What follows belongs to an exercise in optimizing a design on an open flow for small area, a short achievable clock period and few clock cycles; a production flow would make more cautious choices. At most, simulation tests tie the RTL to the original design; equivalence was not proved. No functional check of the RTL was part of run 1. The clock cells of runs 4 to 6 come from the design's own scripts or RTL, not from TritonCTS. No driver is modelled on the clock port, so clock power and skew are understated where the tree is cut down; a real chip needs a root buffer or a tree. Power and IR drop assume default switching activity.

===== config.mk =====
export PLATFORM = sky130hd
export DESIGN_NAME = zre_rot
export DESIGN_NICKNAME = zre_rot
export VERILOG_FILES = /design/flow/design.v
export SDC_FILE = /design/flow/constraint.sdc
export NUM_CORES = 4
export LEC_CHECK = 0
export CAP_MARGIN = 20
export CORE_MARGIN = 2
export CORE_UTILIZATION = 65
export PLACE_DENSITY = 0.75
export SLEW_MARGIN = 20
export SYNTH_MEMORY_MAX_BITS = 4096
export BUFFER_PORTS_ARGS = -buffer_cell sky130_fd_sc_hd__buf_2
export CTS_ARGS = -sink_clustering_enable -repair_clock_nets -sink_clustering_size 20 -sink_clustering_max_diameter 60 -buf_list sky130_fd_sc_hd__clkbuf_8 -dont_use_dummy_load
export SETUP_SLACK_MARGIN = 7.2

===== constraint.sdc =====
create_clock -name core_clock -period 10.0 [get_ports {clk}]
set_input_delay 2.0000 -clock core_clock [delete_from_list [all_inputs] [get_ports {clk}]]
set_output_delay 2.0000 -clock core_clock [all_outputs]
set_load 0.01 [all_outputs]

===== design.v =====
module zre_rot (
    input  wire       clk,
    input  wire       rst,
    input  wire       start,
    input  wire [1:0] mode,
    input  wire [4:0] width,      
    input  wire [4:0] height,     
    input  wire       pix_valid,
    input  wire       pix,
    output reg        out_valid,
    output reg  [7:0] out_byte,
    output reg        out_last
);
    reg [1:0]  cfg_mode;
    reg [3:0]  wm1, hm1;           
    reg        busy;               
    reg        in_act;             
    reg [3:0]  x, y;               
    reg        m0_pend;            
    reg        k;                  
    reg [3:0]  p;                  
    reg [4:0]  q;                  
    reg [15:0] col [0:15];
    reg        pv, px;
    always @(posedge clk) begin
        pv <= pix_valid;
        px <= pix;
    end
    wire m_none = (cfg_mode == 2'd0);
    wire m_cw   = (cfg_mode == 2'd1);
    wire transp = cfg_mode[0] ^ cfg_mode[1];
    wire in_done = busy & ~in_act;
    wire [3:0] owm1 = transp ? hm1 : wm1;         
    wire [3:0] ohm1 = transp ? wm1 : hm1;         
    reg        s2;                                 
    wire we      = pv & in_act;
    wire row_end = (x == wm1);
    wire last_y  = (y == hm1);
    reg [3:0] wc;
    integer i;
    always @(posedge clk) begin
        for (i = 0; i < 16; i = i + 1)
            if (we && wc == i[3:0])
                col[i] <= {col[i][14:0], px};
    end
    wire ready    = m_none ? m0_pend : (m_cw ? ~q[4] : in_done);
    wire emit     = busy & ready;
    wire row_last = m_cw ? (p == 4'd0) : (p == ohm1);
    wire k_end    = (k == s2);
    wire row_adv  = emit & ~m_none & k_end;
    wire last_b   = m_none ? in_done : (k_end & row_last);
    reg [7:0] rd;
    integer b;
    always @(*) begin
        for (b = 0; b < 8; b = b + 1) begin
            if (k)
                rd[7 - b] = col[8 + b][p];
            else if (b == 0)
                rd[7 - b] = col[0][m_cw ? q[3:0] : p];
            else
                rd[7 - b] = col[b][p];
            if (!((~k & owm1[3]) | (b[2:0] <= owm1[2:0])))
                rd[7 - b] = 1'b0;
        end
    end
    wire q_up = we & last_y;                       
    wire q_dn = row_adv;
    always @(posedge clk) begin
        if (rst) begin
            busy      <= 1'b0;
            in_act    <= 1'b0;
            m0_pend   <= 1'b0;
            out_valid <= 1'b0;
        end else begin
            out_valid <= emit;
            m0_pend   <= we & m_none & ((x[2:0] == 3'd7) | row_end);
            if (!busy) begin
                busy   <= start;
                in_act <= start;
            end else begin
                if (we && row_end && last_y) in_act <= 1'b0;
                if (emit && last_b) busy <= 1'b0;
            end
        end
    end
    always @(posedge clk) begin
        out_byte <= rd;
        out_last <= last_b;
        if (!busy) begin
            cfg_mode <= mode;
            wm1      <= 4'(width - 5'd1);
            hm1      <= 4'(height - 5'd1);
            x        <= 4'd0;
            y        <= 4'd0;
            case (mode)
                2'd0, 2'd2: wc <= 4'd0;
                2'd1:       wc <= 4'(height - 5'd1);
                default:    wc <= 4'(width - 5'd1);
            endcase
            k        <= 1'b0;
            p        <= (mode == 2'd1) ? 4'(width - 5'd1) : 4'd0;
            q        <= 5'h1f;
            s2       <= (mode[0] ^ mode[1]) ? (height > 5'd8) : (width > 5'd8);
        end else begin
            if (we) begin
                x <= row_end ? 4'd0 : x + 4'd1;
                if (row_end) y <= y + 4'd1;
                case (cfg_mode)
                    2'd0: wc <= row_end ? 4'd0 : wc + 4'd1;
                    2'd1: if (row_end) wc <= wc - 4'd1;
                    2'd2: if (row_end) wc <= wc + 4'd1;
                    default: wc <= row_end ? wm1 : wc - 4'd1;
                endcase
                if (m_none) k <= x[3];
            end
            if (emit && !m_none) begin
                k <= ~k & s2;
                if (k_end)
                    p <= m_cw ? p - 4'd1 : p + 4'd1;
            end
            if (q_up && !q_dn)
                q <= q + 5'd1;
            else if (q_dn && !q_up)
                q <= q - 5'd1;
        end
    end
endmodule

===== flow/run.sh =====
#!/bin/bash
# The standard ORFS layout (standard.sh: standard synthesis, floorplan,
# placement, CTS, routing) with a few settings of its steps changed:
#  - port buffers are plain buffers (buf_2) instead of the delay cells that
#    buffer_ports picks by itself,
#  - the clock tree uses fewer, larger leaf clusters and no dummy loads,
#  - repair_timing aims at 7.2 ns of setup slack on the design's 10 ns clock
#    (the SDC is the standard flow's, unchanged).
# make's full output goes to standard.log; ORFS keeps each step's log under
# orfs/logs/.
set -euo pipefail
cat >> config.mk <<'EOC'
export BUFFER_PORTS_ARGS = -buffer_cell sky130_fd_sc_hd__buf_2
export CTS_ARGS = -sink_clustering_enable -repair_clock_nets -sink_clustering_size 20 -sink_clustering_max_diameter 60 -buf_list sky130_fd_sc_hd__clkbuf_8 -dont_use_dummy_load
export SETUP_SLACK_MARGIN = 7.2
EOC
bash standard.sh > standard.log 2>&1

===== standard.sh =====
#!/bin/bash
# synth_recipe.tcl (not shown) runs the flow's synth.tcl, then flattens the netlist and writes it again
# the make line also repeats each setting of config.mk as NAME=value (left out here)
make -C /OpenROAD-flow-scripts/flow DESIGN_CONFIG=/design/flow/config.mk WORK_HOME=/design/flow/orfs CLKGATE_MAP_FILE= SYNTH_SCRIPT=/design/flow/synth_recipe.tcl "${@:-finish}"

==> out/metrics.yaml, run 1 <==
die:
  die_area_sq_mm: 0.0206
  boundaryPins: 27
  die_y_um: 144
  start_util_pct: 65.6
  core-area_sq_mm: 0.0193
  dieWidth_um: 144
  num_rows: 51
pwr:
  max-vdd-ir-drop_uv: 141
  switching_share_pct: 24.6
  pwr-share-clk_pct: 23.4
  internal_power_mw: 1.78
  p_leak_nw: 4.43
  seqPwrFrac_pct: 61.3
  p_sw_uw: 579
  p_per_area_mw_per_mm2: 173
  combPwrFrac_pct: 15.4
timing:
  fin_skew_ns: 0.0503
  hold_viol: 0
  max_freq_mhz: 332
  fin_tns_setup_ns: 0
  tightest_slew_ns: 1.01
  setup_viol: 0
  rsz0062_at_grt: "true"
  fin_ws_ns: 6.99
  relSlewSlack_pct: 32.4
  fin_crit_ns: 3.01
  fin_crit_sh_pct: 30.1
  slew_violations: 0
grt:
  grt_start_max_net_pins: 66
  grt_pass1_wl_um: 37400
  grt_pass1_vias: 6555
  track_usage_pct: 23.9
  globalRouteOverflowTotal: 0
  grt_antenna_before_repair: 0
route:
  drt-initial-drc-count: 553
  drtPass1Iterations: 5
  routed_wl_um: 24000
  drc: 0
  postRouteAntennaNets: 0
  via_count: 6527
  post_drt_wl_per_cell_um: 24.0
  via_per_inst: 6.52
setup_path:
  reg2reg_to: "q[4]"
  startpoint_type: "flip-flop"
  critPathSlowestCell: "dfxtp_2"
  reg2reg_from: "cfg_mode[1]"
  crit_path_cell_trace: "buf_6"
  endpoint: "out_byte[0]"
  cp.depth: 1
  crit_start: "out_byte[0]"
  cp_top_family: "flip-flops"
  rrSetupSlack_ns: 7.25
  crit_type: "flip-flop to primary output"
  cp.required_ns: 8.00
  worstPathArrival_ns: 1.01
  ff2ff_path_depth: 12
  crit_path_end_kind: "primary output"
  path_max_fanout: 1
  crit_buf_inv: 1
  max_stage_delay_ns: 0.34
cells_and_area:
  final_nets: 782
  insertedDiodeCount: 0
  mostFrequentLayoutCells: "275 x edfxtp_1, 75 x mux4_2, 43 x nand2_1"
  final_cell_count_no_fill: 1001
  layout-drive-gt1-share_pct: 24.6
  syn_to_final_growth_pct: 7.83
  final_common_cell: "edfxtp_1"
  fillCellCount: 1246
clock_network:
  clk_latency_ns: 0.56
  cts-root-buf: "clkbuf_8"
  htree_levels: 1
  cts_tree: "yes"
  holdBufCountCts: 0
  clk_pin_slew_ns: 0.12
  clock-sinks: 304
  cts_buffers: 22
  clockBufferDepth: 3
outcome:
  status: "timing/DRC/antenna clean"
logic_synthesis:
  synth-seq-area-share_pct: 69.9
  avgSynthCellArea_sq_um: 18.0
  synth_top_area_share_pct: 65.3
  ys_warn_count: 2
  ys_ff_latch: 304
  yosysUniqueCellTypes: 48
  synth.area.top_cells: "edfxtp_1 65%, mux4_2 13%, dfxtp_1 4.6%"
  synth_area_sq_mm: 0.0126
  synth_nets: 748
  syn_inst: 704
  yosys.area.top_type: "edfxtp_1"
place:
  place_inst: 968
  dpl.hpwl_um: 15100
  portBuffers: 26
  dp_slack_ns: 6.53
  gp_congestion: 0.889
hold_path:
  min_path_type: "flip-flop to flip-flop"
  hp-start: "col[15][6]"
flow_run:
  timing.max_cap.violations: 0
## how the worst min path moves through the flow
stage                  endpoint  slack, ns  depth (start not counted)
finish               col[15][7]       0.41                          0
global placement    col[10][11]       0.43                          0
global route         col[15][7]       0.41                          0
floorplan             col[0][4]       0.42                          0
detailed placement   col[3][14]       0.43                          0
CTS                  col[15][7]       0.41                          0
## metal layers
layer	share of wire (%)	up-vias	track usage, %
met1	44	3455	36.8
met5	0	-	0
met3	5.5	37	3.77
li1	-	2828	-
met2	49	207	37.2
met4	1.8	0	5.16
## stage by stage
step | instance area [sq um] | power, mW | hold WS (ns) | util [%]
6_report | 13600 | 2.36 | 0.414 | 70.8
2_1_floorplan | 12800 | 1.71 | 0.421 | -
3_3_place_gp | 13100 | 1.80 | 0.426 | 68.2
5_1_grt | 13600 | 2.44 | 0.414 | 70.8
3_5_place_dp | 13100 | 1.81 | 0.431 | 68.2
4_1_cts | 13600 | 2.37 | 0.414 | 70.4
## cell usage after synthesis, drive strengths merged
cell / n
nand2b: 4
dfxtp: 29
a22oi: 2
and2: 17
nor2: 27
a211oi: 2
o311ai: 1
a41oi: 1
or4: 2
a21oi: 22
xor2: 17
fa: 2
or3: 2
a211o: 1
or2: 1
a31oi: 3
nand3: 5
mux2i: 20
nor4: 3
clkinv: 1
o31ai: 4
a32oi: 1
nor3: 12
buf: 18
a21boi: 1
and3: 1
o21ai: 11
clkbuf: 13
o21a: 1
edfxtp: 275
nand2: 43
nor2b: 2
o211ai: 2
o22ai: 6
a221oi: 4
nand4: 2
mux2: 4
ha: 25
mux4: 75
inv: 19
xnor2: 13
a311oi: 4
nor3b: 1
a21o: 5
## kinds of logic after synthesis
logic type	synth area share [%]
AND/OR/NAND/NOR	4.51
buffers and inverters	1.82
multiplexers	15.3
XOR/XNOR	2.08
adder cells (fa/ha/maj)	2.79
flip-flops	69.9
AO/OA/AOI/OAI	3.64
## cell type report
cell class,instances,area (sq um),share of cell area (%)
timing repair buffer,40,287,2.10
tap,265,332,2.43
clock buffer,22,303,2.22
timing repair inverter,1,5.00,0.0367
inverter,20,114,0.835
sequential,304,8850,64.9
multi-input combinational,349,3750,27.5
## power by group through the flow
| stage | sequential (mW) | combinational (mW) | clock [mW] |
|---|---|---|---|
| after floorplan | 1.46 | 0.251 | 0 |
| after global placement | 1.47 | 0.332 | 0 |
| after detailed placement | 1.47 | 0.340 | 0 |
| after CTS | 1.44 | 0.359 | 0.564 |
| after global routing | 1.45 | 0.393 | 0.601 |
| final | 1.45 | 0.362 | 0.551 |
## sequential cells by signal, indices dropped and copies added (netlist names), 2 cells and up
signal / flops
cfg_mode: 2
col: 256
hm1: 4
out_byte: 8
p: 4
q: 5
wc: 4
wm1: 4
x: 4
y: 4
## what timing repair did
| action | 4_1_cts | 5_1_grt |
|---|---|---|
| gates cloned | 1 | 0 |
| buffers inserted | 7 | 3 |
| gates resized for setup | 9 | 12 |
| pin swaps | 0 | 4 |
| endpoints found under the setup margin | 17 | 16 |
==> run 2, diff against run 1 <==
--- a/design.v
+++ b/design.v
@@ -15,7 +15,8 @@
     reg [3:0]  wm1, hm1;           
     reg        busy;               
     reg        in_act;             
-    reg [3:0]  x, y;               
+    reg [3:0]  ic;                 
+    reg [3:0]  oc;                 
     reg        m0_pend;            
     reg        k;                  
     reg [3:0]  p;                  
@@ -28,15 +29,16 @@
     end
     wire m_none = (cfg_mode == 2'd0);
     wire m_cw   = (cfg_mode == 2'd1);
+    wire m_180  = (cfg_mode == 2'd3);
     wire transp = cfg_mode[0] ^ cfg_mode[1];
     wire in_done = busy & ~in_act;
     wire [3:0] owm1 = transp ? hm1 : wm1;         
     wire [3:0] ohm1 = transp ? wm1 : hm1;         
     reg        s2;                                 
     wire we      = pv & in_act;
-    wire row_end = (x == wm1);
-    wire last_y  = (y == hm1);
-    reg [3:0] wc;
+    wire row_end = m_180 ? (ic == 4'd0) : (ic == wm1);
+    wire last_y  = m_cw ? (oc == 4'd0) : (oc == hm1);
+    wire [3:0] wc = transp ? oc : ic;
     integer i;
     always @(posedge clk) begin
         for (i = 0; i < 16; i = i + 1)
@@ -73,7 +75,7 @@
             out_valid <= 1'b0;
         end else begin
             out_valid <= emit;
-            m0_pend   <= we & m_none & ((x[2:0] == 3'd7) | row_end);
+            m0_pend   <= we & m_none & ((ic[2:0] == 3'd7) | row_end);
             if (!busy) begin
                 busy   <= start;
                 in_act <= start;
@@ -90,28 +92,21 @@
             cfg_mode <= mode;
             wm1      <= 4'(width - 5'd1);
             hm1      <= 4'(height - 5'd1);
-            x        <= 4'd0;
-            y        <= 4'd0;
-            case (mode)
-                2'd0, 2'd2: wc <= 4'd0;
-                2'd1:       wc <= 4'(height - 5'd1);
-                default:    wc <= 4'(width - 5'd1);
-            endcase
+            ic       <= (mode == 2'd3) ? 4'(width - 5'd1) : 4'd0;
+            oc       <= (mode == 2'd1) ? 4'(height - 5'd1) : 4'd0;
             k        <= 1'b0;
             p        <= (mode == 2'd1) ? 4'(width - 5'd1) : 4'd0;
             q        <= 5'h1f;
             s2       <= (mode[0] ^ mode[1]) ? (height > 5'd8) : (width > 5'd8);
         end else begin
             if (we) begin
-                x <= row_end ? 4'd0 : x + 4'd1;
-                if (row_end) y <= y + 4'd1;
-                case (cfg_mode)
-                    2'd0: wc <= row_end ? 4'd0 : wc + 4'd1;
-                    2'd1: if (row_end) wc <= wc - 4'd1;
-                    2'd2: if (row_end) wc <= wc + 4'd1;
-                    default: wc <= row_end ? wm1 : wc - 4'd1;
-                endcase
-                if (m_none) k <= x[3];
+                if (row_end)
+                    ic <= m_180 ? wm1 : 4'd0;
+                else
+                    ic <= m_180 ? ic - 4'd1 : ic + 4'd1;
+                if (row_end)
+                    oc <= m_cw ? oc - 4'd1 : oc + 4'd1;
+                if (m_none) k <= ic[3];
             end
             if (emit && !m_none) begin
                 k <= ~k & s2;
--- a/flow/run.sh
+++ b/flow/run.sh
@@ -11,7 +11,7 @@
 set -euo pipefail
 cat >> config.mk <<'EOC'
 export BUFFER_PORTS_ARGS = -buffer_cell sky130_fd_sc_hd__buf_2
-export CTS_ARGS = -sink_clustering_enable -repair_clock_nets -sink_clustering_size 20 -sink_clustering_max_diameter 60 -buf_list sky130_fd_sc_hd__clkbuf_8 -dont_use_dummy_load
+export CTS_ARGS = -sink_clustering_enable -repair_clock_nets -sink_clustering_size 24 -sink_clustering_max_diameter 80 -buf_list sky130_fd_sc_hd__clkbuf_16 -dont_use_dummy_load
 export SETUP_SLACK_MARGIN = 7.2
 EOC
 bash standard.sh > standard.log 2>&1
==> config.mk (replaced) <==
export PLATFORM = sky130hd
export DESIGN_NAME = zre_rot
export DESIGN_NICKNAME = zre_rot
export VERILOG_FILES = /design/flow/design.v
export SDC_FILE = /design/flow/constraint.sdc
export NUM_CORES = 4
export LEC_CHECK = 0
export CAP_MARGIN = 20
export CORE_MARGIN = 2
export CORE_UTILIZATION = 75
export PLACE_DENSITY = 0.85
export SLEW_MARGIN = 20
export SYNTH_MEMORY_MAX_BITS = 4096
export BUFFER_PORTS_ARGS = -buffer_cell sky130_fd_sc_hd__buf_2
export CTS_ARGS = -sink_clustering_enable -repair_clock_nets -sink_clustering_size 24 -sink_clustering_max_diameter 80 -buf_list sky130_fd_sc_hd__clkbuf_16 -dont_use_dummy_load
export SETUP_SLACK_MARGIN = 7.2
==> run 2 against run 1 <==
Clock-buffer cell count is 6 lower. Utilization up 12 points. Synthesized cell count fell by 0.28%. First-iteration DRC count grew 42%. Sequential share of layout area about the same. Hold slack gained 0.027 ns. Critical path depth up 14. Clock skew shrank 0.024 ns. Design area down 0.38%. Synthesized area decreased by 0.92%. Critical path type is now flip-flop to flip-flop. Critical endpoint is now q[4].
==> out/metrics.yaml, run 2 <==
place:
  portBuffers: 26  # unchanged
  dpl_cell_area_sq_mm: 0.0130  # -1.2%
  gp_congestion: 0.876  # -1.5%
  dp_slack_ns: 6.84  # +0.313 ns
  dpl.hpwl_um: 15900  # +5.5%
setup_path:
  cp.required_ns: 10.34  # +2.34 ns
  rrSetupSlack_ns: 7.00  # -0.25 ns
  worstPathArrival_ns: 3.34  # +2.33 ns
  crit_path_cell_trace: "inv_2, ha_4, buf_6, a41oi_1, nor4_2, buf_4, ha_4, inv_4, ha_4, nor2b_1, o21a_1, or3_4, a21oi_2, xnor2_1, nand2_1"
  path_max_fanout: 6  # +5
  crit_buf_inv: 4  # +3
  cp_top_family: "simple AND/OR/NAND/NOR gates"
  startpoint_type: "flip-flop"
  critPathSlowestCell: "edfxtp_1"
  max_stage_delay_ns: 0.43  # +0.09 ns
  cpMostUsedCell: "ha_4"
  crit_path_end_kind: "flip-flop"
  crit_type: "flip-flop to flip-flop"
route:
  postRouteAntennaNets: 0  # unchanged
  via_count: 6744  # +3.3%
  drtPass1Iterations: 6  # +1
  drt-initial-drc-count: 786  # +42%
  post_drt_wl_per_cell_um: 26.1  # +9.1%
  routed_wl_um: 25200  # +5.0%
  via_per_inst: 7.00  # +7.4%
  drc: 0  # unchanged
die:
  dieWidth_um: 133  # -7.1%
  die_area_sq_mm: 0.0178  # -14%
  die_y_um: 133  # -7.1%
  core-area_sq_mm: 0.0165  # -15%
  start_util_pct: 76.1  # +10 points
  num_rows: 47  # -7.8%
  boundaryPins: 27  # unchanged
clock_network:
  clk_latency_ns: 0.49  # -0.07 ns
  cts-root-buf: "clkbuf_16"
  clk_pin_slew_ns: 0.09  # -0.03 ns
  cts_buffers: 16  # -27%
  clock-sinks: 300  # -1.3%
  htree_levels: 1  # unchanged
  cts_tree: "yes"
  clockBufferDepth: 3  # unchanged
timing:
  fin_ws_ns: 7.00  # +0.0138 ns
  tightest_slew_ns: 1.03  # +0.0140 ns
  setup_viol: 0  # unchanged
  fin_crit_sh_pct: 30.0  # -0.14 points
  fin_skew_ns: 0.0267  # -0.0236 ns
  fin_tns_setup_ns: 0  # unchanged
  fin_crit_ns: 3.00  # -0.0138 ns
  relSlewSlack_pct: 31.4  # -1.0 points
  rsz0062_at_grt: "true"
  max_freq_mhz: 333  # +0.46%
  hold_viol: 0  # unchanged
  slew_violations: 0  # unchanged
logic_synthesis:
  yosysUniqueCellTypes: 44  # -8.3%
  synth_ff_type: "edfxtp_1"
  synth-seq-area-share_pct: 70.2  # +0.33 points
  ys_warn_count: 2  # unchanged
  yosys-top-cells-count: "279 x edfxtp_1, 68 x mux4_2, 30 x mux2i_1"
  synth.area.top_cells: "edfxtp_1 67%, mux4_2 12%, dfxtp_1 3.4%"
  synth_most_common_cell: "edfxtp_1"
  yosys.area.top_type: "edfxtp_1"
  synth_nets: 744  # -0.53%
  async_flop_share_pct: 0  # unchanged
  syn_inst: 702  # -0.28%
  synth_edf_count: 279  # +1.5%
  synth_top_area_share_pct: 66.8  # +1.6 points
  avgSynthCellArea_sq_um: 17.9  # -0.64%
  synth_area_sq_mm: 0.0125  # -0.92%
  ys_ff_latch: 300  # -1.3%
pwr:
  max-vdd-ir-drop_uv: 163  # +16%
  p_leak_nw: 4.53  # +2.3%
  p_per_area_mw_per_mm2: 184  # +6.4%
grt:
  grt_start_max_net_pins: 67  # +1.5%
  grt_pass1_vias: 6926  # +5.7%
  globalRouteOverflowTotal: 0  # unchanged
  grt_antenna_before_repair: 0  # unchanged
  grt_pass1_wl_um: 39100  # +4.7%
  track_usage_pct: 29.3  # +5.4 points
cells_and_area:
  final_common_cell: "edfxtp_1"
  final_nets: 787  # +0.64%
  mostFrequentLayoutCells: "279 x edfxtp_1, 68 x mux4_2, 30 x mux2i_1"
  largest_register_ffs: 256  # unchanged
  layout-drive-gt1-share_pct: 23.6  # -1.0 points
  syn_to_final_growth_pct: 8.43
  insertedDiodeCount: 0  # unchanged
  multi_input_area_sq_mm: 0.00355  # -5.2%
  top_register: "col"
  layout.area.seq_sq_mm: 0.00881  # -0.42%
  reg.largest.list: "col x256, out_byte x8, q x5"
  design_area_sq_mm: 0.0136  # -0.38%
  fillCellCount: 765  # -39%
hold_path:
  min_path_type: "flip-flop to flip-flop"
outcome:
  status: "timing/DRC/antenna clean"
flow_run:
  timing.max_cap.violations: 0  # unchanged
## run 2: cell types whose count changed after synthesis, moves of 8 or more
| cell | change |
|---|---|
| nand2_1 | -17 |
| o22ai_1 | +13 |
| a31oi_1 | +8 |
| inv_1 | +9 |
| mux2i_1 | +10 |
| dfxtp_1 | -8 |
| and2_1 | -15 |
| nand2b_1 | +8 |
## run 2: cell type report
| type | count | share of cell area (%) |
|---|---|---|
| well taps | 220 | 2.03 |
| clock buffers | 16 | 2.95 |
| multi-input cells | 342 | 26.2 |
| repair buffers | 57 | 3.21 |
| flip-flops and latches | 300 | 64.8 |
| inverters | 28 | 0.810 |
## run 2: report_power, final
group	switching [mW]	total, mW	internal (mW)
registers	0.0558	1.46	1.40
clock network	0.346	0.634	0.287
logic	0.209	0.405	0.195
## run 2: routing by layer
metal	up-vias	GRT usage, %	share of wire (%)
met3	67	4.34	8.0
met1	3437	41.1	38
met2	392	48.7	51
met4	0	9.81	3.3
li1	2848	-	-
met5	-	0	0
## run 2: worst register-to-register path, cell delays in order, from the launching register on
cell and delay, ns:
edfxtp_1 0.43, inv_2 0.11, ha_4 0.19, buf_6 0.13, a41oi_1 0.05, nor4_2 0.31
buf_4 0.19, ha_4 0.17, inv_4 0.06, ha_4 0.21, nor2b_1 0.12, o21a_1 0.17
or3_4 0.36, a21oi_2 0.15, xnor2_1 0.13, nand2_1 0.07
## run 2: per-stage QoR
stage                     util, %  std cells  power (mW)  hold WS (ns)
after detailed placement     78.9        935        1.85         0.428
final                        82.5        963        2.50         0.442
after floorplan                 -        702        1.74         0.421
after CTS                    81.8        958        2.48         0.447
after global placement       78.9        935        1.84         0.426
after global routing         82.5        963        2.57         0.453
## run 2: repair_timing
action,in CTS,in global routing
pin swaps,3,3
endpoints found under the setup margin,30,14
endpoints found under the hold margin,0,0
hold buffers,0,0
resized for setup,4,22
setup buffers,7,5
## run 2: path summary, 6_finish.rpt
kind / start / cells past startpoint / end
setup / recovery: cfg_mode[1] / 15 / q[4]
hold / removal: col[1][9] / 0 / col[1][10]
setup reg to reg: cfg_mode[1] / 15 / q[4]
hold reg to reg: col[1][9] / 0 / col[1][10]
## run 2: kinds of logic after synthesis
family          Yosys count  synth area share, %
compound gates           82                 3.99
buf+inv                  60                 2.21
fa+ha+maj                25                 2.74
simple gates            108                 4.12
flops                   300                 70.2
mux                     102                 15.0
xor+xnor                 25                 1.75
Testbench counts of run 2, summed over its fixed seeds: cycles 92,706.
==> run 3, diff against run 2 <==
--- a/config.mk
+++ b/config.mk
@@ -7,8 +7,8 @@
 export LEC_CHECK = 0
 export CAP_MARGIN = 20
 export CORE_MARGIN = 2
-export CORE_UTILIZATION = 75
-export PLACE_DENSITY = 0.85
+export CORE_UTILIZATION = 65
+export PLACE_DENSITY = 0.75
 export SLEW_MARGIN = 20
 export SYNTH_MEMORY_MAX_BITS = 4096
 export BUFFER_PORTS_ARGS = -buffer_cell sky130_fd_sc_hd__buf_2
==> run 3 against run 2 <==
Non-clock buffer count fell by 1. Routed wire length fell by 7.1%. Clock skew increased by 0.00079 ns. Total power about the same. Hold slack better by 0.0050 ns. Maximum frequency up 1.5%. Sequential cell count unchanged. First-iteration DRC count fell by 28%.
==> out/metrics.yaml, run 3 <==
outcome:
  status: "timing/DRC/antenna clean"
clock_network:
  clk_pin_slew_ns: 0.09  # about the same
  clockBufferDepth: 3  # unchanged
  clock-sinks: 300  # unchanged
  cts_tree: "yes"
  htree_levels: 1  # unchanged
  clk_latency_ns: 0.50  # about the same
  cts_buffers: 16  # unchanged
  holdBufCountCts: 0  # unchanged
  cts-root-buf: "clkbuf_16"
timing:
  relSlewSlack_pct: 29.7  # -1.7 points
  rsz0062_at_grt: "true"
  setup_viol: 0  # unchanged
  fin_crit_sh_pct: 29.5  # -0.45 points
  fin_skew_ns: 0.0274  # +0.000786 ns
  fin_crit_ns: 2.95  # -0.0453 ns
  tightest_slew_ns: 1.05  # +0.0264 ns
  slew_violations: 0  # unchanged
  max_freq_mhz: 339  # +1.5%
  fin_tns_setup_ns: 0  # unchanged
  hold_viol: 0  # unchanged
grt:
  grt_pass1_vias: 6409  # -7.5%
  track_usage_pct: 23.7  # -5.6 points
  grt_antenna_before_repair: 0  # unchanged
  grt_pass1_wl_um: 36500  # -6.8%
  globalRouteOverflowTotal: 0  # unchanged
  grt_start_max_net_pins: 67  # unchanged
cells_and_area:
  final_nets: 786  # -0.13%
  reg.largest.list: "col x256, out_byte x8, q x5"
  layout-drive-gt1-share_pct: 23.6  # +0.032 points
  final_common_cell: "edfxtp_1"
  final_cell_count_no_fill: 1002  # +4.0%
  mostFrequentLayoutCells: "279 x edfxtp_1, 68 x mux4_2, 30 x mux2i_1"
  syn_to_final_growth_pct: 8.95
  top_register: "col"
  fillCellCount: 1160  # +52%
  insertedDiodeCount: 0  # unchanged
  largest_register_ffs: 256  # unchanged
setup_path:
  reg2reg_from: "cfg_mode[0]"
  reg2reg_to: "q[4]"
  crit_type: "flip-flop to primary output"
  worstPathArrival_ns: 0.95  # -2.39 ns
  crit_buf_inv: 1  # -3
  crit_path_end_kind: "primary output"
  cp_top_family: "flip-flops"
  cp.required_ns: 8.00  # -2.34 ns
  critPathSlowestCell: "dfxtp_2"
  rrSetupSlack_ns: 7.08  # +0.08 ns
  path_max_fanout: 1  # -5
  ff2ff_path_depth: 13  # -2
  max_stage_delay_ns: 0.34  # -0.09 ns
  startpoint_type: "flip-flop"
  crit_path_cell_trace: "buf_6"
logic_synthesis:
  synth_area_sq_mm: 0.0125  # unchanged
  ys_warn_count: 2  # unchanged
  synth_nets: 744  # unchanged
  synth-seq-area-share_pct: 70.2  # unchanged
  yosys-top-cells-count: "279 x edfxtp_1, 68 x mux4_2, 30 x mux2i_1"
  synth_top_area_share_pct: 66.8  # unchanged
  yosysUniqueCellTypes: 44  # unchanged
  yosys.area.top_type: "edfxtp_1"
  syn_inst: 702  # unchanged
  avgSynthCellArea_sq_um: 17.9  # unchanged
  async_flop_share_pct: 0  # unchanged
  synth_edf_count: 279  # unchanged
  synth_ff_type: "edfxtp_1"
  ys_ff_latch: 300  # unchanged
  synth_most_common_cell: "edfxtp_1"
  synth.area.top_cells: "edfxtp_1 67%, mux4_2 12%, dfxtp_1 3.4%"
place:
  portBuffers: 26  # unchanged
  dpl.hpwl_um: 14600  # -8.2%
  place_inst: 975  # +4.3%
  gp_congestion: 0.902  # +3.0%
die:
  die_area_sq_mm: 0.0204  # +15%
  dieWidth_um: 143  # +7.2%
  die_y_um: 143  # +7.2%
  core-area_sq_mm: 0.0188  # +14%
  start_util_pct: 66.6  # -9.6 points
  boundaryPins: 27  # unchanged
  num_rows: 50  # +6.4%
route:
  drc: 0  # unchanged
  drtPass1Iterations: 5  # -1
  drt-initial-drc-count: 563  # -28%
  postRouteAntennaNets: 0  # unchanged
  via_per_inst: 6.45  # -8.0%
  routed_wl_um: 23400  # -7.1%
  post_drt_wl_per_cell_um: 23.3  # -11%
  via_count: 6458  # -4.2%
hold_path:
  holdPathEnd: "col[10][14]"
  holdPathStages: 0  # unchanged
  hp-start: "col[10][13]"
  min_path_type: "flip-flop to flip-flop"
flow_run:
  timing.max_cap.violations: 0  # unchanged
pwr:
  p_per_area_mw_per_mm2: 183  # -0.50%
  p_total_mw: 2.50  # about the same
  max-vdd-ir-drop_uv: 172  # +5.4%
  p_leak_nw: 4.52  # about the same
run 3: cells by family (layout without fill, tap and decap cells):
family	count (synthesis)	after routing	synth area share, %
XOR/XNOR	25	25	1.75
adder cells (fa/ha/maj)	25	25	2.74
AO/OA/AOI/OAI	82	82	3.99
buffers and inverters	60	100	2.21
AND/OR/NAND/NOR	108	108	4.12
flip-flops	300	300	70.2
multiplexers	102	102	15.0
run 3: power breakdown:
part           leakage [nW]  switching [mW]  internal (mW)
registers              2.72          0.0611           1.40
clock network         0.197           0.353          0.287
logic                  1.61           0.198          0.195
run 3: final cells by class:
cell class | count | area, sq um | area share [%]
timing repair buffer | 56 | 422 | 3.09
tap | 260 | 325 | 2.38
multi-input combinational | 342 | 3580 | 26.2
clock buffer | 16 | 400 | 2.93
inverter | 28 | 113 | 0.825
sequential | 300 | 8810 | 64.5
run 3: worst max path at each step:
stage,start,endpoint,depth (start not counted)
after floorplan,cfg_mode[0],q[4],14
after global placement,k,q[4],12
after detailed placement,k,q[4],12
after CTS,cfg_mode[0],q[4],13
after global routing,cfg_mode[1],q[4],14
final,out_byte[3],out_byte[3],1
run 3: metal layers:
layer,routed length (um),global-route usage [%]
met1,10400,36.5
met2,11200,36.2
met3,1360,4.02
met4,412,6.25
met5,0,0
run 3: repair_timing:
action | in CTS | in global routing
endpoints found under the hold margin | 0 | 0
setup buffers | 2 | 9
resized for setup | 10 | 20
setup endpoints to repair | 13 | 14
pin swaps | 0 | 9
run 3: through the flow:
stage / hold slack (ns) / instance area [sq um] / worst slack [ns] / utilization, %
2_1_floorplan: 0.421 / 12600 / 7.15 / -
3_3_place_gp: 0.425 / 13000 / 6.91 / 69.2
3_5_place_dp: 0.430 / 13000 / 6.88 / 69.2
4_1_cts: 0.445 / 13500 / 7.00 / 71.7
5_1_grt: 0.449 / 13700 / 6.95 / 72.5
6_report: 0.447 / 13700 / 7.05 / 72.5
==> run 4, diff against run 3 <==
==> flow/run.sh (replaced) <==
#!/bin/bash
# The standard ORFS layout (standard.sh: standard synthesis, floorplan,
# placement, CTS, routing) with a few settings of its steps changed:
#  - port buffers are plain buffers (buf_2) instead of the delay cells that
#    buffer_ports picks by itself,
#  - the clock tree is a balanced two-level tree of clkbuf_16 built by
#    flow/manual_cts.tcl (PRE_CTS_TCL) instead of TritonCTS,
#  - repair_timing aims at 7.3 ns of setup slack on the design's 10 ns clock
#    (the SDC is the standard flow's, unchanged).
# make's full output goes to standard.log; ORFS keeps each step's log under
# orfs/logs/.
set -euo pipefail
cat >> config.mk <<EOC
export BUFFER_PORTS_ARGS = -buffer_cell sky130_fd_sc_hd__buf_2
export PRE_CTS_TCL = $PWD/flow/manual_cts.tcl
export SETUP_SLACK_MARGIN = 7.3
EOC
bash standard.sh > standard.log 2>&1
==> flow/manual_cts.tcl (new file) <==
# Clock tree for this design, used in place of TritonCTS (sourced as
# PRE_CTS_TCL by ORFS's cts.tcl, it replaces the clock_tree_synthesis command).
#
# Two buffer levels, both balanced: the register clock pins are split into
# NB2 clusters of (nearly) equal size by k-means, each driven by one leaf
# buffer at the cluster's centre; the leaf buffers are split the same way
# into NB1 groups, each driven by one mid buffer that the clock port drives.
# The clock port thus drives NB1 (<= 4) buffer inputs.
# Two-level clock tree: port -> NB1 mid buffers -> NB2 leaf buffers -> register clock pins.
proc kmeans {pts nb iters} {
  # pts: list of {x y}; returns list of assignments and centres
  set n [llength $pts]
  set sorted [lsort -real -index 0 $pts]
  set cx {}; set cy {}
  for {set k 0} {$k < $nb} {incr k} {
    set s [lindex $sorted [expr {int(($k + 0.5) * $n / $nb)}]]
    lappend cx [lindex $s 0]; lappend cy [lindex $s 1]
  }
  for {set iter 0} {$iter < $iters} {incr iter} {
    set assign {}
    foreach s $pts {
      set best 0; set bd 1e30
      for {set k 0} {$k < $nb} {incr k} {
        set d [expr {hypot([lindex $s 0]-[lindex $cx $k], [lindex $s 1]-[lindex $cy $k])}]
        if {$d < $bd} {set bd $d; set best $k}
      }
      lappend assign $best
    }
    set sx [lrepeat $nb 0.0]; set sy [lrepeat $nb 0.0]; set cnt [lrepeat $nb 0]
    foreach s $pts a $assign {
      lset sx $a [expr {[lindex $sx $a] + [lindex $s 0]}]
      lset sy $a [expr {[lindex $sy $a] + [lindex $s 1]}]
      lset cnt $a [expr {[lindex $cnt $a] + 1}]
    }
    for {set k 0} {$k < $nb} {incr k} {
      if {[lindex $cnt $k] > 0} {
        lset cx $k [expr {[lindex $sx $k] / [lindex $cnt $k]}]
        lset cy $k [expr {[lindex $sy $k] / [lindex $cnt $k]}]
      }
    }
  }
  return [list $assign $cx $cy $cnt]
}


proc balance {pts nb la lcx lcy lcnt extra} {
  # rebalance: greedy capacity-limited assignment to the k-means centres,
  # then recentre, a few rounds
  set n [llength $pts]
  set cap [expr {($n + $nb - 1) / $nb + $extra}]
  for {set round 0} {$round < 6} {incr round} {
    set triples {}
    set i 0
    foreach s $pts {
      for {set k 0} {$k < $nb} {incr k} {
        lappend triples [list [expr {hypot([lindex $s 0]-[lindex $lcx $k], [lindex $s 1]-[lindex $lcy $k])}] $i $k]
      }
      incr i
    }
    set la [lrepeat $n -1]
    set lcnt [lrepeat $nb 0]
    foreach t [lsort -real -index 0 $triples] {
      lassign $t d i k
      if {[lindex $la $i] >= 0 || [lindex $lcnt $k] >= $cap} continue
      lset la $i $k
      lset lcnt $k [expr {[lindex $lcnt $k] + 1}]
    }
    set sx [lrepeat $nb 0.0]; set sy [lrepeat $nb 0.0]
    foreach s $pts a $la {
      lset sx $a [expr {[lindex $sx $a] + [lindex $s 0]}]
      lset sy $a [expr {[lindex $sy $a] + [lindex $s 1]}]
    }
    for {set k 0} {$k < $nb} {incr k} {
      if {[lindex $lcnt $k] > 0} {
        lset lcx $k [expr {[lindex $sx $k] / [lindex $lcnt $k]}]
        lset lcy $k [expr {[lindex $sy $k] / [lindex $lcnt $k]}]
      }
    }
  }
  return [list $la $lcx $lcy $lcnt]
}

proc add_buf {block master name in_net cx cy} {
  set inst [odb::dbInst_create $block $master $name]
  set net [odb::dbNet_create $block "${name}_net"]
  $net setSigType CLOCK
  [$inst findITerm A] connect $in_net
  [$inst findITerm X] connect $net
  $inst setLocation [expr {int($cx)}] [expr {int($cy)}]
  $inst setPlacementStatus PLACED
  return $net
}

proc manual_cts2 {nb1 nb2 midbuf leafbuf} {
  set db [ord::get_db]
  set block [ord::get_db_block]
  set clk_net [$block findNet clk]
  $clk_net setSigType CLOCK
  set sinks {}; set pts {}
  foreach it [$clk_net getITerms] {
    set bb [[$it getInst] getBBox]
    lappend sinks $it
    lappend pts [list [expr {([$bb xMin]+[$bb xMax])/2.0}] [expr {([$bb yMin]+[$bb yMax])/2.0}]]
  }
  lassign [kmeans $pts $nb2 60] la lcx lcy lcnt
  lassign [balance $pts $nb2 $la $lcx $lcy $lcnt 1] la lcx lcy lcnt
  puts "manual_cts2: leaf cluster sizes $lcnt"
  set lpts {}
  for {set k 0} {$k < $nb2} {incr k} { lappend lpts [list [lindex $lcx $k] [lindex $lcy $k]] }
  lassign [kmeans $lpts $nb1 60] ma mcx mcy mcnt
  lassign [balance $lpts $nb1 $ma $mcx $mcy $mcnt 0] ma mcx mcy mcnt
  puts "manual_cts2: mid cluster sizes $mcnt"
  set mm [$db findMaster $midbuf]
  set lm [$db findMaster $leafbuf]
  for {set m 0} {$m < $nb1} {incr m} {
    set mnet($m) [add_buf $block $mm "clkbuf_mid_$m" $clk_net [lindex $mcx $m] [lindex $mcy $m]]
  }
  for {set k 0} {$k < $nb2} {incr k} {
    set lnet($k) [add_buf $block $lm "clkbuf_leaf_$k" $mnet([lindex $ma $k]) [lindex $lcx $k] [lindex $lcy $k]]
  }
  foreach it $sinks a $la {
    $it disconnect
    $it connect $lnet($a)
  }
}

set ::mcts_nb1 4
set ::mcts_nb2 12
rename clock_tree_synthesis __tritoncts_clock_tree_synthesis
proc clock_tree_synthesis {args} {
  manual_cts2 $::mcts_nb1 $::mcts_nb2 sky130_fd_sc_hd__clkbuf_16 sky130_fd_sc_hd__clkbuf_16
}
--- a/config.mk
+++ b/config.mk
@@ -12,5 +12,5 @@
 export SLEW_MARGIN = 20
 export SYNTH_MEMORY_MAX_BITS = 4096
 export BUFFER_PORTS_ARGS = -buffer_cell sky130_fd_sc_hd__buf_2
-export CTS_ARGS = -sink_clustering_enable -repair_clock_nets -sink_clustering_size 24 -sink_clustering_max_diameter 80 -buf_list sky130_fd_sc_hd__clkbuf_16 -dont_use_dummy_load
-export SETUP_SLACK_MARGIN = 7.2
+export PRE_CTS_TCL = /design/flow/flow/manual_cts.tcl
+export SETUP_SLACK_MARGIN = 7.3
==> run 4 against run 3 <==
Maximum frequency increased by 2.5%. Routed wire length grew 4.0%. Critical path type is now flip-flop to flip-flop. Sequential power about the same. Highest routed layer unchanged. Utilization increased by 2.0 points. Design area is 2.8% higher. Critical path depth is 12 higher. Still clean on timing, DRC and antenna. Clock power down 3%. First-iteration DRC count up 12%. Critical endpoint is now q[4].
==> out/metrics.yaml, run 4 <==
outcome:
  status: "timing/DRC/antenna clean"
setup_path:
  startpoint_type: "flip-flop"
  crit_path_end_kind: "flip-flop"
  cp.required_ns: 10.21  # +2.21 ns
  crit_path_cell_trace: "ha_4, nor2b_2, o21ai_2, nor4_4, ha_4, inv_4, ha_4, nor2b_4, o21a_1, or3_1, a21oi_2, xnor2_1, nand2_1"
  cpMostUsedCell: "ha_4"
  rrSetupSlack_ns: 7.12  # +0.04 ns
  reg2reg_to: "q[4]"
  ff2ff_path_depth: 13  # unchanged
  crit_type: "flip-flop to flip-flop"
  max_stage_delay_ns: 0.46  # +0.12 ns
  path_max_fanout: 6  # +5
  worstPathArrival_ns: 3.09  # +2.14 ns
  reg2reg_from: "cfg_mode[0]"
  critPathSlowestCell: "edfxtp_1"
  crit_start: "cfg_mode[0]"
logic_synthesis:
  async_flop_share_pct: 0  # unchanged
  yosys.area.top_type: "edfxtp_1"
  synth_nets: 744  # unchanged
  ys_warn_count: 2  # unchanged
  synth_area_sq_mm: 0.0125  # unchanged
  yosys-top-cells-count: "279 x edfxtp_1, 68 x mux4_2, 30 x mux2i_1"
  synth_top_area_share_pct: 66.8  # unchanged
  synth.area.top_cells: "edfxtp_1 67%, mux4_2 12%, dfxtp_1 3.4%"
  ys_ff_latch: 300  # unchanged
  yosysUniqueCellTypes: 44  # unchanged
  synth_most_common_cell: "edfxtp_1"
  synth_edf_count: 279  # unchanged
  syn_inst: 702  # unchanged
  synth-seq-area-share_pct: 70.2  # unchanged
  avgSynthCellArea_sq_um: 17.9  # unchanged
  synth_ff_type: "edfxtp_1"
route:
  post_drt_wl_per_cell_um: 23.9  # +2.5%
  routed_wl_um: 24300  # +4.0%
  drc: 0  # unchanged
  via_per_inst: 6.41  # -0.50%
  postRouteAntennaNets: 0  # unchanged
  drt-initial-drc-count: 632  # +12%
  via_count: 6522  # +0.99%
  drtPass1Iterations: 4  # -1
place:
  portBuffers: 26  # unchanged
  dpl.hpwl_um: 15300  # +4.5%
  gp_congestion: 0.901  # -0.18%
grt:
  track_usage_pct: 24.2  # +0.48 points
  grt_pass1_wl_um: 37800  # +3.5%
  grt_antenna_before_repair: 0  # unchanged
  grt_start_max_net_pins: 67  # unchanged
  grt_pass1_vias: 6550  # +2.2%
  globalRouteOverflowTotal: 0  # unchanged
timing:
  slew_violations: 0  # unchanged
  hold_viol: 0  # unchanged
  rsz0062_at_grt: "true"
  tightest_slew_ns: 1.10  # +0.0418 ns
  relSlewSlack_pct: 26.9  # -2.9 points
  setup_viol: 0  # unchanged
  max_freq_mhz: 347  # +2.5%
  fin_tns_setup_ns: 0  # unchanged
  fin_skew_ns: 0.0418  # +0.0144 ns
  fin_crit_ns: 2.88  # -0.0723 ns
  fin_crit_sh_pct: 28.8  # -0.72 points
  holdWs_ns: 0.439  # -0.00790 ns
die:
  core-area_sq_mm: 0.0188  # unchanged
  die_area_sq_mm: 0.0204  # unchanged
  die_y_um: 143  # unchanged
  start_util_pct: 66.6  # unchanged
  dieWidth_um: 143  # unchanged
  boundaryPins: 27  # unchanged
  num_rows: 50  # unchanged
hold_path:
  holdPathEnd: "col[14][5]"
  hp-start: "col[14][4]"
  holdPathStages: 0  # unchanged
  min_path_type: "flip-flop to flip-flop"
pwr:
  p_per_area_mw_per_mm2: 178  # -2.5%
  max-vdd-ir-drop_uv: 154  # -10%
  p_leak_nw: 4.64  # +2.6%
cells_and_area:
  layout-drive-gt1-share_pct: 28.1  # +4.6 points
  final_nets: 801  # +1.9%
  final_common_cell: "edfxtp_1"
  top_register: "col"
  largest_register_ffs: 256  # unchanged
  insertedDiodeCount: 0  # unchanged
  reg.largest.list: "col x256, out_byte x8, q x5"
  mostFrequentLayoutCells: "279 x edfxtp_1, 68 x mux4_2, 41 x buf_4"
  syn_to_final_growth_pct: 12.0
clock_network:
  clk_latency_ns: 0.33  # -0.17 ns
  clk_pin_slew_ns: 0.10  # about the same
flow_run:
  timing.max_cap.violations: 0  # unchanged
run 4: cell counts after synthesis:
No cell type changed its count.
run 4: cell families (layout without fill, tap and decap cells):
kind of cell	count (synthesis)	after routing	share of synthesized area, %
buf+inv	60	115	2.21
mux	102	102	15.0
compound gates	82	82	3.99
xor+xnor	25	25	1.75
flops	300	300	70.2
fa+ha+maj	25	25	2.74
simple gates	108	108	4.12
run 4: report_power, final:
group / switching [mW] / internal (mW) / leakage, nW / total [mW]
sequential: 0.0517 / 1.40 / 2.72 / 1.46
combinational: 0.222 / 0.204 / 1.73 / 0.425
clock: 0.334 / 0.289 / 0.197 / 0.623
run 4: repair_timing:
| item | 4_1_cts | 5_1_grt |
|---|---|---|
| gates resized for setup | 44 | 26 |
| endpoints found under the setup margin | 38 | 36 |
| buffers inserted | 22 | 4 |
| hold buffers | 0 | 0 |
| pin swaps | 22 | 16 |
run 4: worst max path at each step:
stage	to	slack, ns	cells past startpoint
final	q[4]	7.12	13
after global routing	q[4]	7.01	13
after CTS	oc[2]	7.08	6
after detailed placement	col[8][0]	6.84	5
after global placement	p[2]	6.97	5
after floorplan	q[4]	7.15	14
run 4: per-stage QoR:
step | setup slack [ns] | total power [mW] | instances | util, % | cell area (sq um)
floorplan | 7.15 | 1.75 | 702 | - | 12700
global placement | 6.97 | 1.85 | 975 | 69.8 | 13100
detailed placement | 6.84 | 1.86 | 975 | 69.8 | 13100
CTS | 7.08 | 2.38 | 1013 | 73.8 | 13900
global route | 7.01 | 2.59 | 1017 | 74.5 | 14000
finish | 7.12 | 2.50 | 1017 | 74.5 | 14000
run 4: worst max-delay path, delay by kind of cell, from the launching register on:
kind                     cells  cell delay (ns)
AND/OR/NAND/NOR              5             1.07
adder cells (fa/ha/maj)      3             0.66
flip-flops                   1             0.46
AO/OA/AOI/OAI                3             0.40
XOR/XNOR                     1             0.12
buffers and inverters        1             0.05
run 4: final cells by class:
type | count | area, sq um
buffer | 16 | 400
fill | 1074 | 4800
inverter | 28 | 153
multi-input combinational | 342 | 3760
sequential | 300 | 8810
tap | 260 | 325
timing repair buffer | 71 | 582
run 4: layer usage:
layer / global-route usage [%] / share of wire [%] / vias to the layer above
li1: - / - / 2875
met1: 37.3 / 44 / 3381
met2: 39.5 / 48 / 231
met3: 1.95 / 5.0 / 35
met4: 4.43 / 2.1 / 0
met5: 0 / 0 / -
==> run 5, diff against run 4 <==
--- a/design.v
+++ b/design.v
@@ -65,8 +65,8 @@
                 rd[7 - b] = 1'b0;
         end
     end
-    wire q_up = we & last_y;                       
-    wire q_dn = row_adv;
+    wire q_up = we & (oc == 4'd0);                 
+    wire q_dn = busy & ~q[4] & k_end;              
     always @(posedge clk) begin
         if (rst) begin
             busy      <= 1'b0;
==> run 5 against run 4 <==
Critical path depth decreased by 12. Synthesized area increased by 0.49%. Global-route usage decreased by 0.40 points. Total power about the same. Register-to-register slack improved by 0.26 ns. Still clean on timing, DRC and antenna. Maximum frequency increased by 4.5%. Sequential share of layout area increased by 0.80 points. Design area decreased by 1.3%. Final cell count decreased by 1.4%.
==> out/metrics.yaml, run 5 <==
outcome:
  status: "timing/DRC/antenna clean"
route:
  routed_wl_um: 23800  # -2.0%
  postRouteAntennaNets: 0  # unchanged
  drt-initial-drc-count: 543  # -14%
  drc: 0  # unchanged
  drtPass1Iterations: 5  # +1
  via_count: 6513  # -0.14%
  via_per_inst: 6.49  # +1.3%
  post_drt_wl_per_cell_um: 23.8  # -0.66%
timing:
  fin_crit_sh_pct: 27.6  # -1.2 points
  relSlewSlack_pct: 33.1  # +6.2 points
  slew_violations: 0  # unchanged
  max_freq_mhz: 363  # +4.5%
  fin_crit_ns: 2.76  # -0.124 ns
  fin_tns_setup_ns: 0  # unchanged
  setup_viol: 0  # unchanged
  rsz0062_at_grt: "true"
  hold_viol: 0  # unchanged
  tightest_slew_ns: 1.00  # -0.0925 ns
  fin_skew_ns: 0.0220  # -0.0199 ns
setup_path:
  worstPathArrival_ns: 0.76  # -2.33 ns
  crit_path_cell_trace: "buf_6"
  critPathSlowestCell: "dfxtp_2"
  cp_top_family: "flip-flops"
  cp.required_ns: 8.00  # -2.21 ns
  path_max_fanout: 1  # -5
  crit_path_end_kind: "primary output"
  cp.depth: 1  # -12
  crit_type: "flip-flop to primary output"
  ff2ff_path_depth: 6  # -7
  crit_start: "out_byte[3]"
  crit_buf_inv: 1  # unchanged
  rrSetupSlack_ns: 7.38  # +0.26 ns
  reg2reg_from: "cfg_mode[1]"
  max_stage_delay_ns: 0.34  # -0.12 ns
  startpoint_type: "flip-flop"
logic_synthesis:
  avgSynthCellArea_sq_um: 17.9  # +0.35%
  synth_nets: 745  # +0.13%
  yosys.area.top_type: "edfxtp_1"
  synth_ff_type: "edfxtp_1"
  yosys-top-cells-count: "279 x edfxtp_1, 60 x mux4_2, 40 x nor2_1"
  syn_inst: 703  # +0.14%
  yosysUniqueCellTypes: 46  # +4.5%
  synth-seq-area-share_pct: 69.9  # -0.34 points
  synth_top_area_share_pct: 66.5  # -0.33 points
  synth_area_sq_mm: 0.0126  # +0.49%
  synth_edf_count: 279  # unchanged
  ys_warn_count: 2  # unchanged
  synth_most_common_cell: "edfxtp_1"
  async_flop_share_pct: 0  # unchanged
  synth.area.top_cells: "edfxtp_1 67%, mux4_2 11%, dfxtp_1 3.3%"
  ys_ff_latch: 300  # unchanged
hold_path:
  min_path_type: "flip-flop to flip-flop"
  holdPathStages: 0  # unchanged
  hp-start: "col[9][9]"
die:
  dieWidth_um: 143  # +0.24%
  die_area_sq_mm: 0.0205  # +0.48%
  boundaryPins: 27  # unchanged
  die_y_um: 143  # +0.24%
  start_util_pct: 66.9  # +0.33 points
  core-area_sq_mm: 0.0188  # unchanged
  num_rows: 50  # unchanged
cells_and_area:
  fillCellCount: 1108  # +3.2%
  mostFrequentLayoutCells: "279 x edfxtp_1, 60 x mux4_2, 36 x nor2_1"
  layout-drive-gt1-share_pct: 24.1  # -4.0 points
  largest_register_ffs: 256  # unchanged
  top_register: "col"
  syn_to_final_growth_pct: 10.0
  reg.largest.list: "col x256, out_byte x8, q x5"
  insertedDiodeCount: 0  # unchanged
  design_area_sq_mm: 0.0139  # -1.3%
  final_nets: 787  # -1.7%
  final_common_cell: "edfxtp_1"
grt:
  globalRouteOverflowTotal: 0  # unchanged
  grt_antenna_before_repair: 0  # unchanged
  grt_start_max_net_pins: 68  # +1.5%
  track_usage_pct: 23.8  # -0.40 points
  grt_pass1_wl_um: 37400  # -0.88%
  grt_pass1_vias: 6595  # +0.69%
pwr:
  p_per_area_mw_per_mm2: 181  # +1.3%
  p_leak_nw: 4.55  # -2.0%
  max-vdd-ir-drop_uv: 106  # -31%
place:
  dpl.hpwl_um: 15000  # -2.1%
  dpl_cell_area_sq_mm: 0.0131  # -0.21%
  portBuffers: 26  # unchanged
  gp_congestion: 0.904  # +0.37%
flow_run:
  timing.max_cap.violations: 0  # unchanged
clock_network:
  clk_latency_ns: 0.31  # -0.02 ns
  clk_pin_slew_ns: 0.09  # about the same
run 5: cells by family (layout without fill, tap and decap cells):
family	count (synthesis)	in the layout	share of synthesized area, %
mux	94	94	15.1
xor+xnor	29	29	2.02
simple gates	119	119	4.33
compound gates	75	75	3.64
flops	300	300	69.9
fa+ha+maj	25	25	2.72
buf+inv	61	101	2.29
run 5: where the power goes:
part / switching, mW / internal [mW] / leakage, nW
logic: 0.228 / 0.207 / 1.63
registers: 0.0460 / 1.40 / 2.72
clock network: 0.330 / 0.289 / 0.197
run 5: cell type report:
cell class	count	area, sq um	share of cell area (%)
Multi-Input combinational cell	342	3700	26.7
Timing Repair Buffer	57	475	3.43
Tap cell	260	325	2.35
Inverter	28	148	1.07
Buffer	16	400	2.89
Sequential cell	300	8810	63.6
run 5: final timing paths:
| check | to |
|---|---|
| max reg2reg | p[2] |
| min | col[9][10] |
| max | out_byte[3] |
| min reg2reg | col[9][10] |
run 5: timing repair:
action                     in CTS  in global routing
gates resized for setup        33                 24
buffers inserted               11                  4
gates cloned                    0                  0
setup endpoints to repair      92                 62
pin swaps                       9                  6
hold buffers                    0                  0
run 5: per-stage QoR:
stage          hold slack (ns)  cells  setup slack (ns)  power [mW]  util (%)
3_5_place_dp             0.428    972              6.76        1.87      69.7
2_1_floorplan            0.417    703              7.11        1.75         -
5_1_grt                  0.457   1003              7.23        2.60      73.6
4_1_cts                  0.424    999              7.09        2.39      72.9
6_report                 0.446   1003              7.24        2.50      73.6
3_3_place_gp             0.421    972              6.96        1.86      69.7
run 5: worst register-to-register path: stages, from the launching register on:
cell and delay (ns):
edfxtp_1 0.42, inv_1 0.10, ha_1 0.65, inv_1 0.34
fa_1 0.45, xor2_1 0.25, o22ai_1 0.12
run 5: metal layers:
| layer | GRT usage, % | part of all wire (%) |
|---|---|---|
| met5 | 0 | 0 |
| met4 | 4.69 | 2.4 |
| met3 | 2.52 | 6.1 |
| met2 | 38.2 | 49 |
| met1 | 36.6 | 43 |
Testbench counts of run 5, summed over its fixed seeds: cycles 92,706.
==> run 6, diff against run 5 <==
--- a/flow/run.sh
+++ b/flow/run.sh
@@ -5,7 +5,7 @@
 #    buffer_ports picks by itself,
 #  - the clock tree is a balanced two-level tree of clkbuf_16 built by
 #    flow/manual_cts.tcl (PRE_CTS_TCL) instead of TritonCTS,
-#  - repair_timing aims at 7.3 ns of setup slack on the design's 10 ns clock
+#  - repair_timing aims at 7.15 ns of setup slack on the design's 10 ns clock
 #    (the SDC is the standard flow's, unchanged).
 # make's full output goes to standard.log; ORFS keeps each step's log under
 # orfs/logs/.
@@ -13,6 +13,6 @@
 cat >> config.mk <<EOC
 export BUFFER_PORTS_ARGS = -buffer_cell sky130_fd_sc_hd__buf_2
 export PRE_CTS_TCL = $PWD/flow/manual_cts.tcl
-export SETUP_SLACK_MARGIN = 7.3
+export SETUP_SLACK_MARGIN = 7.15
 EOC
 bash standard.sh > standard.log 2>&1
--- a/config.mk
+++ b/config.mk
@@ -13,4 +13,4 @@
 export SYNTH_MEMORY_MAX_BITS = 4096
 export BUFFER_PORTS_ARGS = -buffer_cell sky130_fd_sc_hd__buf_2
 export PRE_CTS_TCL = /design/flow/flow/manual_cts.tcl
-export SETUP_SLACK_MARGIN = 7.3
+export SETUP_SLACK_MARGIN = 7.15
==> run 6 against run 5 <==
Still clean on timing, DRC and antenna. Sequential cell count is the same. Final cell count is the same. Utilization shrank 0.64 points. Routed wire length grew 2.1%. Hold slack lost 0.017 ns. Sequential power is essentially flat. Highest routed layer unchanged.
==> out/metrics.yaml, run 6 <==
die:
  die_y_um: 143  # unchanged
  dieWidth_um: 143  # unchanged
  die_area_sq_mm: 0.0205  # unchanged
  core-area_sq_mm: 0.0188  # unchanged
  num_rows: 50  # unchanged
  boundaryPins: 27  # unchanged
  start_util_pct: 66.9  # unchanged
pwr:
  p_leak_nw: 4.52  # -0.49%
  p_per_area_mw_per_mm2: 182  # +0.43%
  max-vdd-ir-drop_uv: 143  # +35%
  p_total_mw: 2.49  # -0.44%
setup_path:
  critPathSlowestCell: "edfxtp_1"
  path_max_fanout: 5  # +4
  reg2reg_from: "oc[3]"
  crit_type: "flip-flop to flip-flop"
  crit_path_cell_trace: "inv_1, nand4_1, nor2_1, ha_1, inv_1, ha_1, nor2b_1, o21a_1, or3_1, a21oi_1, xnor2_1, nand2_1"
  startpoint_type: "flip-flop"
  rrSetupSlack_ns: 7.11  # -0.27 ns
  worstPathArrival_ns: 3.05  # +2.29 ns
  cp.required_ns: 10.17  # +2.17 ns
  cp_top_family: "simple AND/OR/NAND/NOR gates"
  reg2reg_to: "q[4]"
  crit_buf_inv: 2  # +1
  ff2ff_path_depth: 12  # +6
  crit_path_end_kind: "flip-flop"
  max_stage_delay_ns: 0.51  # +0.17 ns
route:
  drt-initial-drc-count: 565  # +4.1%
  via_count: 6547  # +0.52%
  post_drt_wl_per_cell_um: 24.3  # +2.1%
  via_per_inst: 6.53  # +0.52%
  drtPass1Iterations: 5  # unchanged
  postRouteAntennaNets: 0  # unchanged
  routed_wl_um: 24300  # +2.1%
  drc: 0  # unchanged
logic_synthesis:
  yosys.area.top_type: "edfxtp_1"
  synth.area.top_cells: "edfxtp_1 67%, mux4_2 11%, dfxtp_1 3.3%"
  synth_nets: 745  # unchanged
  synth-seq-area-share_pct: 69.9  # unchanged
  synth_top_area_share_pct: 66.5  # unchanged
  ys_warn_count: 2  # unchanged
  synth_ff_type: "edfxtp_1"
  ys_ff_latch: 300  # unchanged
  syn_inst: 703  # unchanged
  yosys-top-cells-count: "279 x edfxtp_1, 60 x mux4_2, 40 x nor2_1"
  synth_area_sq_mm: 0.0126  # unchanged
  async_flop_share_pct: 0  # unchanged
  avgSynthCellArea_sq_um: 17.9  # unchanged
  synth_edf_count: 279  # unchanged
  yosysUniqueCellTypes: 46  # unchanged
  synth_most_common_cell: "edfxtp_1"
grt:
  track_usage_pct: 24.4  # +0.59 points
  grt_start_max_net_pins: 68  # unchanged
  grt_antenna_before_repair: 0  # unchanged
  grt_pass1_vias: 6494  # -1.5%
  globalRouteOverflowTotal: 0  # unchanged
  grt_pass1_wl_um: 38000  # +1.5%
cells_and_area:
  mostFrequentLayoutCells: "279 x edfxtp_1, 60 x mux4_2, 38 x nor2_1"
  design_area_sq_mm: 0.0137  # -0.87%
  final_core_util_pct: 72.9  # -0.64 points
  layout-drive-gt1-share_pct: 21.8  # -2.3 points
  final_common_cell: "edfxtp_1"
  reg.largest.list: "col x256, out_byte x8, q x5"
  syn_to_final_growth_pct: 9.05
  final_nets: 787  # unchanged
  insertedDiodeCount: 0  # unchanged
  top_register: "col"
  largest_register_ffs: 256  # unchanged
timing:
  fin_crit_sh_pct: 28.9  # +1.3 points
  slew_violations: 0  # unchanged
  tightest_slew_ns: 1.02  # +0.0187 ns
  fin_skew_ns: 0.0394  # +0.0174 ns
  rsz0062_at_grt: "true"
  relSlewSlack_pct: 31.8  # -1.3 points
  setup_viol: 0  # unchanged
  max_freq_mhz: 347  # -4.4%
  hold_viol: 0  # unchanged
  fin_crit_ns: 2.89  # +0.128 ns
  fin_tns_setup_ns: 0  # unchanged
place:
  portBuffers: 26  # unchanged
  dpl.hpwl_um: 15100  # +1.1%
  dpl_cell_area_sq_mm: 0.0130  # -0.87%
  gp_congestion: 0.872  # -3.5%
hold_path:
  hp-start: "col[3][12]"
  holdPathStages: 0  # unchanged
  min_path_type: "flip-flop to flip-flop"
  holdPathEnd: "col[3][13]"
clock_network:
  clk_pin_slew_ns: 0.11  # +0.02 ns
  clk_latency_ns: 0.33  # +0.02 ns
flow_run:
  timing.max_cap.violations: 0  # unchanged
outcome:
  status: "timing/DRC/antenna clean"
## run 6: cell counts after synthesis
No cell type changed its count.
## run 6: cells by family (layout without fill, tap and decap cells)
logic type | Yosys count | count (layout) | synth area share, %
flops | 300 | 300 | 69.9
simple gates | 119 | 119 | 4.33
mux | 94 | 94 | 15.1
compound gates | 75 | 75 | 3.64
buf+inv | 61 | 101 | 2.29
xor+xnor | 29 | 29 | 2.02
fa+ha+maj | 25 | 25 | 2.72
## run 6: stage by stage
stage | cells | hold slack (ns) | setup WS [ns]
CTS | 996 | 0.428 | 7.06
global route | 1003 | 0.456 | 6.99
detailed placement | 974 | 0.428 | 6.79
global placement | 974 | 0.420 | 6.94
finish | 1003 | 0.429 | 7.11
floorplan | 703 | 0.417 | 7.11
## run 6: how the worst max path moves through the flow
stage | from | endpoint | slack, ns | cells after the start
5_1_grt | oc[0] | q[4] | 6.99 | 12
2_1_floorplan | cfg_mode[0] | col[11][0] | 7.11 | 9
3_5_place_dp | cfg_mode[0] | col[8][7] | 6.79 | 5
3_3_place_gp | width[0] | p[2] | 6.94 | 5
6_report | oc[3] | q[4] | 7.11 | 12
4_1_cts | width[1] | ic[3] | 7.06 | 4
## run 6: area by class of cell
type	instances	area (sq um)
plain buffers	16	400
fillers	1112	5100
inverters	28	124
multi-input cells	342	3640
flip-flops and latches	300	8800
well taps	260	325
repair buffers	57	438
## run 6: power breakdown
part | leakage, nW | total, mW | internal, mW | switching, mW
combinational | 1.61 | 0.418 | 0.194 | 0.224
sequential | 2.72 | 1.45 | 1.40 | 0.0457
clock | 0.197 | 0.628 | 0.289 | 0.339
## run 6: repair_timing
action,CTS,global route
pin swaps,15,0
setup endpoints to repair,49,2
buffers inserted,6,7
hold buffers,0,0
resized for setup,53,1
## run 6: metal layers
metal / vias up / GRT usage (%) / wire [um]
li1: 2854 / - / -
met1: 3393 / 36.6 / 10500
met2: 241 / 39.5 / 11800
met3: 59 / 2.25 / 1290
met4: 0 / 6.41 / 762
met5: - / 0 / 0

separate check: timing with driven ports:
Ports are ideal in the flow. The routed layouts listed here were re-timed in OpenROAD.
Step 1: set_driving_cell puts a clkbuf_16 on clk and a buf_2 on each other input, an assumption about the parent block.
Step 2 moves the port delays by t, midway between the first and last clock arrival at a register: inputs arrive t later, outputs are due t later. That takes back most of the time a late clock gives input paths.
a / b / c = ideal / step 1 / step 2; a / b = the first two.
run	t (ns)	setup slack, ns	worst setup path at the end	clock arrival spread, ns	pins driven straight from the clock port
run 1	0.581	6.987 / 6.943 / 6.782	input to register	0.052 / 0.053	1
run 2	0.518	7.001 / 7.001 / 6.817	input to register	0.027 / 0.027	1
run 3	0.529	7.046 / 7.002 / 6.878	input to register	0.030 / 0.030	1
run 4	0.407	7.118 / 7.118 / 7.039	input to register	0.042 / 0.042	4
run 5	0.400	7.242 / 7.145 / 7.066	input to register	0.022 / 0.022	4
run 6	0.397	7.114 / 7.081 / 7.021	input to register	0.040 / 0.039	4
After both steps every run listed still meets setup and hold. The setup slack of run 1, which loses most, moves by -0.044 ns with the drivers and by -0.205 ns with both steps.
